This design comes from an exercise in tuning for small area and few clock cycles on the open sky130 flow, not from production work. In this exercise RTL edits were held to simulation tests only and were not proved equivalent to the original. Power is estimated from default activity; no workload was simulated.

## mtfd
module mtfd (
    input  wire        clk,
    input  wire        rst,
    input  wire        abort,
    input  wire        arm,
    input  wire        rx_fault,
    input  wire        rx_valid,
    input  wire        tick,
    input  wire [7:0]  rx_data,
    input  wire [31:0] timeout_load,
    input  wire [7:0]  pay_addr,
    output wire        ready,
    output wire [2:0]  st,
    output wire        busy,
    output wire        done,
    output wire        frame_valid,
    output wire [3:0]  flags,
    output wire [7:0]  r_len,
    output wire [15:0] r_cmd,
    output wire [7:0]  r_fcs,
    output wire [1:0]  r_class,
    output wire [7:0]  pay_data,
    output wire [31:0] budget,
    output wire        v_valid,
    output wire        v_malformed,
    output wire [7:0]  v_transport_rev,
    output wire [7:0]  v_product_id,
    output wire [7:0]  v_major,
    output wire [7:0]  v_minor,
    output wire [7:0]  v_patch,
    output wire [15:0] v_build_rev,
    output wire [1:0]  v_chip,
    output wire [1:0]  v_compat
);
For scale: about 5000 cells after synthesis, ~200 I/O pins, about 66000 um2 of cells after synthesis.
==> flow/config.mk <==
export PLATFORM = sky130hd
export DESIGN_NAME = mtfd
export DESIGN_NICKNAME = mtfd
export VERILOG_FILES = /design/flow/design.v
export SDC_FILE = /design/flow/constraint.sdc
export NUM_CORES = 4
export LEC_CHECK = 0
export CAP_MARGIN = 20
export CORE_MARGIN = 2
export CORE_UTILIZATION = 62
export CTS_BUF_LIST = sky130_fd_sc_hd__clkbuf_8
export CTS_CLUSTER_DIAMETER = 80
export CTS_CLUSTER_SIZE = 15
export PLACE_DENSITY = 0.75
export SLEW_MARGIN = 20
export SYNTH_HIERARCHICAL = 1
==> flow/constraint.sdc <==
create_clock -name core_clock -period 12.0 [get_ports {clk}]
set_input_delay 2.4000 -clock core_clock [delete_from_list [all_inputs] [get_ports {clk}]]
set_output_delay 2.4000 -clock core_clock [all_outputs]
set_load 0.01 [all_outputs]
standard.sh (not shown) runs the stock make flow with config.mk's settings and CLKGATE_MAP_FILE= SYNTH_SCRIPT=/design/flow/synth_recipe.tcl, a recipe that flattens the netlist after the stock synthesis.
==> flow/flow/run.sh <==
#!/bin/bash
# The standard layout (the standard.sh: ORFS with the standard synthesis),
# with two changes:
#  - the port buffers are buf_1 cells instead of ORFS's default choice;
#  - CTS inserts no dummy loads (same clustering as config.mk sets).
set -euo pipefail
export BUFFER_PORTS_ARGS="-buffer_cell sky130_fd_sc_hd__buf_1"
export CTS_ARGS="-sink_clustering_enable -repair_clock_nets -buf_list sky130_fd_sc_hd__clkbuf_8 -sink_clustering_size 15 -sink_clustering_max_diameter 80 -dont_use_dummy_load"
bash standard.sh > standard_flow.log 2>&1
The baseline produced a layout that fails on negative setup slack.
Testbench counts at the start, summed over its fixed seeds: cycles 25,212.
Next try:
--- a/flow/design.v
+++ b/flow/design.v
@@ -51,43 +51,44 @@
     reg [3:0]          cf_q;       
     reg [7:0]          fe_q;       
     reg                fev_q;      
     reg [7:0]          snap_q;     
     reg [7:0]          lenb_q;     
     reg                bdone_q;    
     reg                fbv_q;      
     reg [1:0]          bpf_q;      
     reg [8*DEPTH-1:0]  ring_q;     
-    reg [7:0]          ph_q;       
-    reg [7:0]          m_q;        
+    reg [7:0]          base_q;     
+    reg [7:0]          base4_q;    
+    reg                rep_q;      
+    reg                nf_q;       
     reg                held_q;     
     reg [7:0]          h_q;
     reg                cp_q;       
     reg [7:0]          cj_q;       
-    reg [7:0]          mn_q;       
     assign busy        = (st_q == S_AWAIT);
     assign frame_valid = (st_q == S_SUCCESS);
     assign done        = (st_q == S_SUCCESS) || (st_q == S_TIMEOUT) ||
                          (st_q == S_PERR);
-    wire replaying = busy && (rp_q != blen_q);
-    wire need_fill = frame_valid && (cf_q <= 4'd10) &&
-                     ({4'd0, cf_q} < {1'b0, len_q} + 9'd4);
+    wire replaying = rep_q;
+    wire need_fill = nf_q;
     assign ready = !replaying && !need_fill && !held_q;
     wire fill = !replaying && !held_q && (busy || need_fill) &&
                 (cf_q <= 4'd10) &&
                 ({4'd0, cf_q} < rp_q);
-    wire [7:0] base  = ph_q - m_q;
+    wire [7:0] base  = base_q;
     wire [7:0] cj    = cp_q ? cj_q : 8'd1;
+    wire       payrd = !held_q && !replaying && frame_valid && !need_fill;
     wire [7:0] roff  = held_q ? cj :
                        replaying ? rp_q :
-                       (frame_valid && !need_fill) ? (pay_addr + 8'd4) :
+                       payrd ? pay_addr :
                        {4'd0, cf_q};
-    wire [7:0] rpos  = base - roff;
+    wire [7:0] rpos  = (payrd ? base4_q : base) - roff;
     wire [DEPTH-1:0] rsel = {{(DEPTH-1){1'b0}}, 1'b1} << rpos;   
     wire [7:0] rbyte;
     mtfd_rmux u_rmux (.d(ring_q), .sel(rsel), .y(rbyte));
     wire [7:0] blen1 = blen_q - 8'd1;
     wire       h_fit = (base + 8'd1 == blen1);          
     wire [7:0] wcost = blen1 - base - 8'd1;             
     wire       copy  = held_q && (cp_q || (!h_fit && blen1 <= wcost));
     wire       h_put = held_q && (copy ? (cj == blen1) : h_fit);
     wire       word = !rst && ready;
@@ -154,18 +155,19 @@
     reg [7:0]  rp_n;
     reg [7:0]  acc_n;
     reg [3:0]  flags_n;
     reg [31:0] budget_n;
     reg        tick_pend_n;
     reg [3:0]  cf_n;
     reg        fev_n;
     reg        swap;        
     reg        tick_req;
+    reg        pending;     
     always @(*) begin
         st_n        = st_q;
         rp_n        = rp_q;
         acc_n       = acc_q;
         flags_n     = flags_q;
         budget_n    = budget_q;
         cf_n        = cf_q;
         fev_n       = fev_q;
         dsub        = 8'd0;
@@ -233,49 +235,59 @@
             end else begin
                 rp_n  = idx1;
                 acc_n = acc_q ^ b;
                 fev_n = fev_e;
                 if (idx == {4'd0, cf_q} && cf_q <= 4'd10)
                     cf_n = cf_q + 4'd1;
             end
         end
         blen_n = ball - dsub;
+        if (proc)
+            pending = hunt ? (ball != 8'd1) :
+                      (cut && fev_e && (bdone_e || fbv_e)) ?
+                          (ball - fe_q != 8'd1) :
+                      (idx1 != ball);
+        else
+            pending = rep_q;
         if (tick_req && st_n == S_AWAIT) begin
-            if (rp_n != blen_n) begin
+            if (pending) begin
                 tick_pend_n = 1'b1;
             end else if (budget_n[31:1] == 31'd0) begin
                 budget_n = 32'd0;
                 st_n     = S_TIMEOUT;
             end else begin
                 budget_n = budget_n - 32'd1;
             end
         end
     end
+    wire [7:0] len_n = swap ? lenb_e : (proc && idx == 8'd1) ? b : len_q;
+    wire [7:0] base_n = (held_q && !rst) ?
+                            (h_put ? blen1 : base_q + 8'd1) :
+                            (proc && incoming && empty ? 8'hFF : base_q) +
+                                8'd1 - dsub;
     wire       capw = fill || (proc && idx == {4'd0, cf_q} && cf_q <= 4'd10);
     wire [7:0] capd = fill ? rbyte : b;
     always @(posedge clk) begin
-        ph_q <= rst ? 8'd0 : ph_q + 8'd1;
+        base_q  <= base_n;
+        base4_q <= base_n - 8'd4;
         if (rst) begin
             held_q <= 1'b0;
             cp_q   <= 1'b0;
         end else if (held_q) begin
             if (h_put) begin
                 held_q <= 1'b0;
                 cp_q   <= 1'b0;
-                if (copy) m_q <= cp_q ? mn_q : ph_q;
             end else if (copy) begin
                 cp_q <= 1'b1;
                 cj_q <= cj + 8'd1;
-                if (!cp_q) mn_q <= ph_q;
             end
-        end else if (proc) begin
-            m_q <= (incoming && empty ? ph_q + 8'd1 : m_q) + dsub;
-            if (incoming && !fit) begin
+        end else begin
+            if (proc && incoming && !fit) begin
                 h_q    <= rx_data;
                 held_q <= (st_n == S_AWAIT) && (blen_n != 8'd0);
             end
         end
         st_q        <= st_n;
         blen_q      <= blen_n;
         rp_q        <= rp_n;
         acc_q       <= acc_n;
         flags_q     <= flags_n;
@@ -285,22 +297,22 @@
         fev_q       <= fev_n;
         if (proc) begin
             fe_q   <= fe_e;
             snap_q <= snap_e;
             lenb_q <= lenb_e;
             bdone_q <= bdone_e;
             fbv_q  <= fbv_e;
             bpf_q  <= (hunt || cut) ? 2'd0 : bpf_e;
         end
-        if (swap)
-            len_q <= lenb_e;
-        else if (proc && idx == 8'd1)
-            len_q <= b;
+        len_q <= len_n;
+        rep_q <= (st_n == S_AWAIT) && pending;
+        nf_q  <= (st_n == S_SUCCESS) && (cf_n <= 4'd10) &&
+                 ({4'd0, cf_n} < {1'b0, len_n} + 9'd4);
         if (capw) begin
             case (cf_q)
                 4'd2:  cmd_q[15:8] <= capd;
                 4'd3:  cmd_q[7:0]  <= capd;
                 4'd4:  vp_q[7:0]   <= capd;
                 4'd5:  vp_q[15:8]  <= capd;
                 4'd6:  vp_q[23:16] <= capd;
                 4'd7:  vp_q[31:24] <= capd;
                 4'd8:  vp_q[39:32] <= capd;
With this change the flow finished clean.
Fmax increases by 8.9%.
Final area came out lower by 7.6%.
Core utilization fell by 4.9 points.
Sequential power is about the same.
First-iteration DRC count climbs by 1.8%.
Area after synthesis drops by 0.69%.
Routed wire length goes down by 0.50%.
Clock-buffer cell count does not change.
Testbench counts after the change, summed over its fixed seeds: cycles 25,212.


Another version of the RTL of mtfd (not shown whole).
For scale: about 5,400 cells after synthesis, ~200 I/O pins.
export LEC_CHECK = 0
export CAP_MARGIN = 20
export CORE_MARGIN = 2
export CORE_UTILIZATION = 62
export CTS_BUF_LIST = sky130_fd_sc_hd__clkbuf_8
export CTS_CLUSTER_DIAMETER = 80
export CTS_CLUSTER_SIZE = 15
export PLACE_DENSITY = 0.75
export SLEW_MARGIN = 20
create_clock -name core_clock -period 12.0 [get_ports {clk}]
Scripts as last shown in full above: flow/flow/run.sh
Testbench counts at the start, summed over its fixed seeds: cycles 25,212.
Change:
--- a/flow/design.v
+++ b/flow/design.v
@@ -52,41 +52,42 @@
     reg [7:0]          fe_q;       
     reg                fev_q;      
     reg [7:0]          snap_q;     
     reg [7:0]          lenb_q;     
     reg                bdone_q;    
     reg                fbv_q;      
     reg [1:0]          bpf_q;      
     reg [8*DEPTH-1:0]  ring_q;     
-    reg [7:0]          ph_q;       
-    reg [7:0]          m_q;        
+    reg [7:0]          base_q;     
+    reg [7:0]          base4_q;    
+    reg                rep_q;      
+    reg                nf_q;       
     reg                held_q;     
     reg [7:0]          h_q;
     reg                cp_q;       
     reg [7:0]          cj_q;       
-    reg [7:0]          mn_q;       
     assign busy        = (st_q == S_AWAIT);
     assign frame_valid = (st_q == S_SUCCESS);
     assign done        = (st_q == S_SUCCESS) || (st_q == S_TIMEOUT) ||
                          (st_q == S_PERR);
-    wire replaying = busy && (rp_q != blen_q);
-    wire need_fill = frame_valid && (cf_q <= 4'd10) &&
-                     ({4'd0, cf_q} < {1'b0, len_q} + 9'd4);
+    wire replaying = rep_q;
+    wire need_fill = nf_q;
     assign ready = !replaying && !need_fill && !held_q;
     wire fill = !replaying && !held_q && (busy || need_fill) &&
                 (cf_q <= 4'd10) &&
                 ({4'd0, cf_q} < rp_q);
-    wire [7:0] base  = ph_q - m_q;
+    wire [7:0] base  = base_q;
     wire [7:0] cj    = cp_q ? cj_q : 8'd1;
+    wire       payrd = !held_q && !replaying && frame_valid && !need_fill;
     wire [7:0] roff  = held_q ? cj :
                        replaying ? rp_q :
-                       (frame_valid && !need_fill) ? (pay_addr + 8'd4) :
+                       payrd ? pay_addr :
                        {4'd0, cf_q};
-    wire [7:0] rpos  = base - roff;
+    wire [7:0] rpos  = (payrd ? base4_q : base) - roff;
     wire [7:0] rbyte = ring_q[rpos*8 +: 8];
     wire [7:0] blen1 = blen_q - 8'd1;
     wire       h_fit = (base + 8'd1 == blen1);          
     wire [7:0] wcost = blen1 - base - 8'd1;             
     wire       copy  = held_q && (cp_q || (!h_fit && blen1 <= wcost));
     wire       h_put = held_q && (copy ? (cj == blen1) : h_fit);
     wire       word = !rst && ready;
     reg  [2:0] st_w;
@@ -153,16 +154,17 @@
     reg [7:0]  acc_n;
     reg [3:0]  flags_n;
     reg [31:0] budget_n;
     reg        tick_pend_n;
     reg [3:0]  cf_n;
     reg        fev_n;
     reg        swap;        
     reg        tick_req;
+    reg        pending;     
     always @(*) begin
         st_n        = st_q;
         rp_n        = rp_q;
         acc_n       = acc_q;
         flags_n     = flags_q;
         budget_n    = budget_q;
         cf_n        = cf_q;
         fev_n       = fev_q;
@@ -232,47 +234,57 @@
                 rp_n  = idx1;
                 acc_n = acc_q ^ b;
                 fev_n = fev_e;
                 if (idx == {4'd0, cf_q} && cf_q <= 4'd10)
                     cf_n = cf_q + 4'd1;
             end
         end
         blen_n = ball - dsub;
+        if (proc)
+            pending = hunt ? (ball != 8'd1) :
+                      (cut && fev_e && (bdone_e || fbv_e)) ?
+                          (ball - fe_q != 8'd1) :
+                      (idx1 != ball);
+        else
+            pending = rep_q;
         if (tick_req && st_n == S_AWAIT) begin
-            if (rp_n != blen_n) begin
+            if (pending) begin
                 tick_pend_n = 1'b1;
             end else if (budget_n[31:1] == 31'd0) begin
                 budget_n = 32'd0;
                 st_n     = S_TIMEOUT;
             end else begin
                 budget_n = budget_n - 32'd1;
             end
         end
     end
+    wire [7:0] len_n = swap ? lenb_e : (proc && idx == 8'd1) ? b : len_q;
+    wire [7:0] base_n = (held_q && !rst) ?
+                            (h_put ? blen1 : base_q + 8'd1) :
+                            (proc && incoming && empty ? 8'hFF : base_q) +
+                                8'd1 - dsub;
     wire       capw = fill || (proc && idx == {4'd0, cf_q} && cf_q <= 4'd10);
     wire [7:0] capd = fill ? rbyte : b;
     always @(posedge clk) begin
-        ph_q <= rst ? 8'd0 : ph_q + 8'd1;
+        base_q  <= base_n;
+        base4_q <= base_n - 8'd4;
         if (rst) begin
             held_q <= 1'b0;
             cp_q   <= 1'b0;
         end else if (held_q) begin
             if (h_put) begin
                 held_q <= 1'b0;
                 cp_q   <= 1'b0;
-                if (copy) m_q <= cp_q ? mn_q : ph_q;
             end else if (copy) begin
                 cp_q <= 1'b1;
                 cj_q <= cj + 8'd1;
-                if (!cp_q) mn_q <= ph_q;
             end
-        end else if (proc) begin
-            m_q <= (incoming && empty ? ph_q + 8'd1 : m_q) + dsub;
-            if (incoming && !fit) begin
+        end else begin
+            if (proc && incoming && !fit) begin
                 h_q    <= rx_data;
                 held_q <= (st_n == S_AWAIT) && (blen_n != 8'd0);
             end
         end
         st_q        <= st_n;
         blen_q      <= blen_n;
         rp_q        <= rp_n;
         acc_q       <= acc_n;
@@ -284,20 +296,20 @@
         if (proc) begin
             fe_q   <= fe_e;
             snap_q <= snap_e;
             lenb_q <= lenb_e;
             bdone_q <= bdone_e;
             fbv_q  <= fbv_e;
             bpf_q  <= (hunt || cut) ? 2'd0 : bpf_e;
         end
-        if (swap)
-            len_q <= lenb_e;
-        else if (proc && idx == 8'd1)
-            len_q <= b;
+        len_q <= len_n;
+        rep_q <= (st_n == S_AWAIT) && pending;
+        nf_q  <= (st_n == S_SUCCESS) && (cf_n <= 4'd10) &&
+                 ({4'd0, cf_n} < {1'b0, len_n} + 9'd4);
         if (capw) begin
             case (cf_q)
                 4'd2:  cmd_q[15:8] <= capd;
                 4'd3:  cmd_q[7:0]  <= capd;
                 4'd4:  vp_q[7:0]   <= capd;
                 4'd5:  vp_q[15:8]  <= capd;
                 4'd6:  vp_q[23:16] <= capd;
                 4'd7:  vp_q[31:24] <= capd;
After rerunning:
- wire length drops by 2.9%
- synthesized area drops by 1.8%
- cell count drops by 5.5%
- design area drops by 4.0%
- worst setup slack is better by 160 ps
- first-iteration DRC count drops by 2.7%
- non-clock buffer count drops by 192
- synthesized cell count drops by 2.5%
- clock power barely changes
- utilization drops by 1.7 points
- clock skew climbs by 43 ps
Testbench counts after the change, summed over its fixed seeds: cycles 25,212.

## what the ideal ports hide
The results above use ideal ports. As a check the final layouts listed here were re-extracted and re-timed, cells and wires unchanged. Step 1 assumes that a clkbuf_16 drives the clock port and a buf_2 every other input. Step 2 times the ports against the registers' clock, not the clock port: input delays grow and output delays shrink by t, the midpoint of the rising clock arrivals with the driver on. Slacks: no drivers / after step 1 / after step 2; pairs: no drivers / after step 1.
run | shift t [ns] | slack for setup (ns) | hold WS [ns] | worst register clock-pin slew, ns | worst data-port slew with drivers (ns)
the first run of note 1 | 0.918 | -0.523 / -0.523 / -1.304 | 0.306 / 0.306 / 0.306 | 0.12 / 0.12 | 0.09
the second run of note 1 | 0.935 | 0.505 / 0.549 / -0.386 | 0.288 / 0.288 / 0.288 | 0.11 / 0.11 | 0.10
the first run of note 2 | 0.950 | 0.537 / 0.537 / -0.115 | 0.313 / 0.313 / 0.313 | 0.11 / 0.11 | 0.14
the second run of note 2 | 0.951 | 0.700 / 0.706 / -0.245 | 0.273 / 0.273 / 0.273 | 0.11 / 0.11 | 0.15
Met with ideal ports but missed after step 2: setup timing in the second run of note 1, the first run of note 2 and the second run of note 2. For the second run of note 2, which loses most, drivers alone change the setup slack by +0.006 ns; drivers and shift together by -0.945 ns.
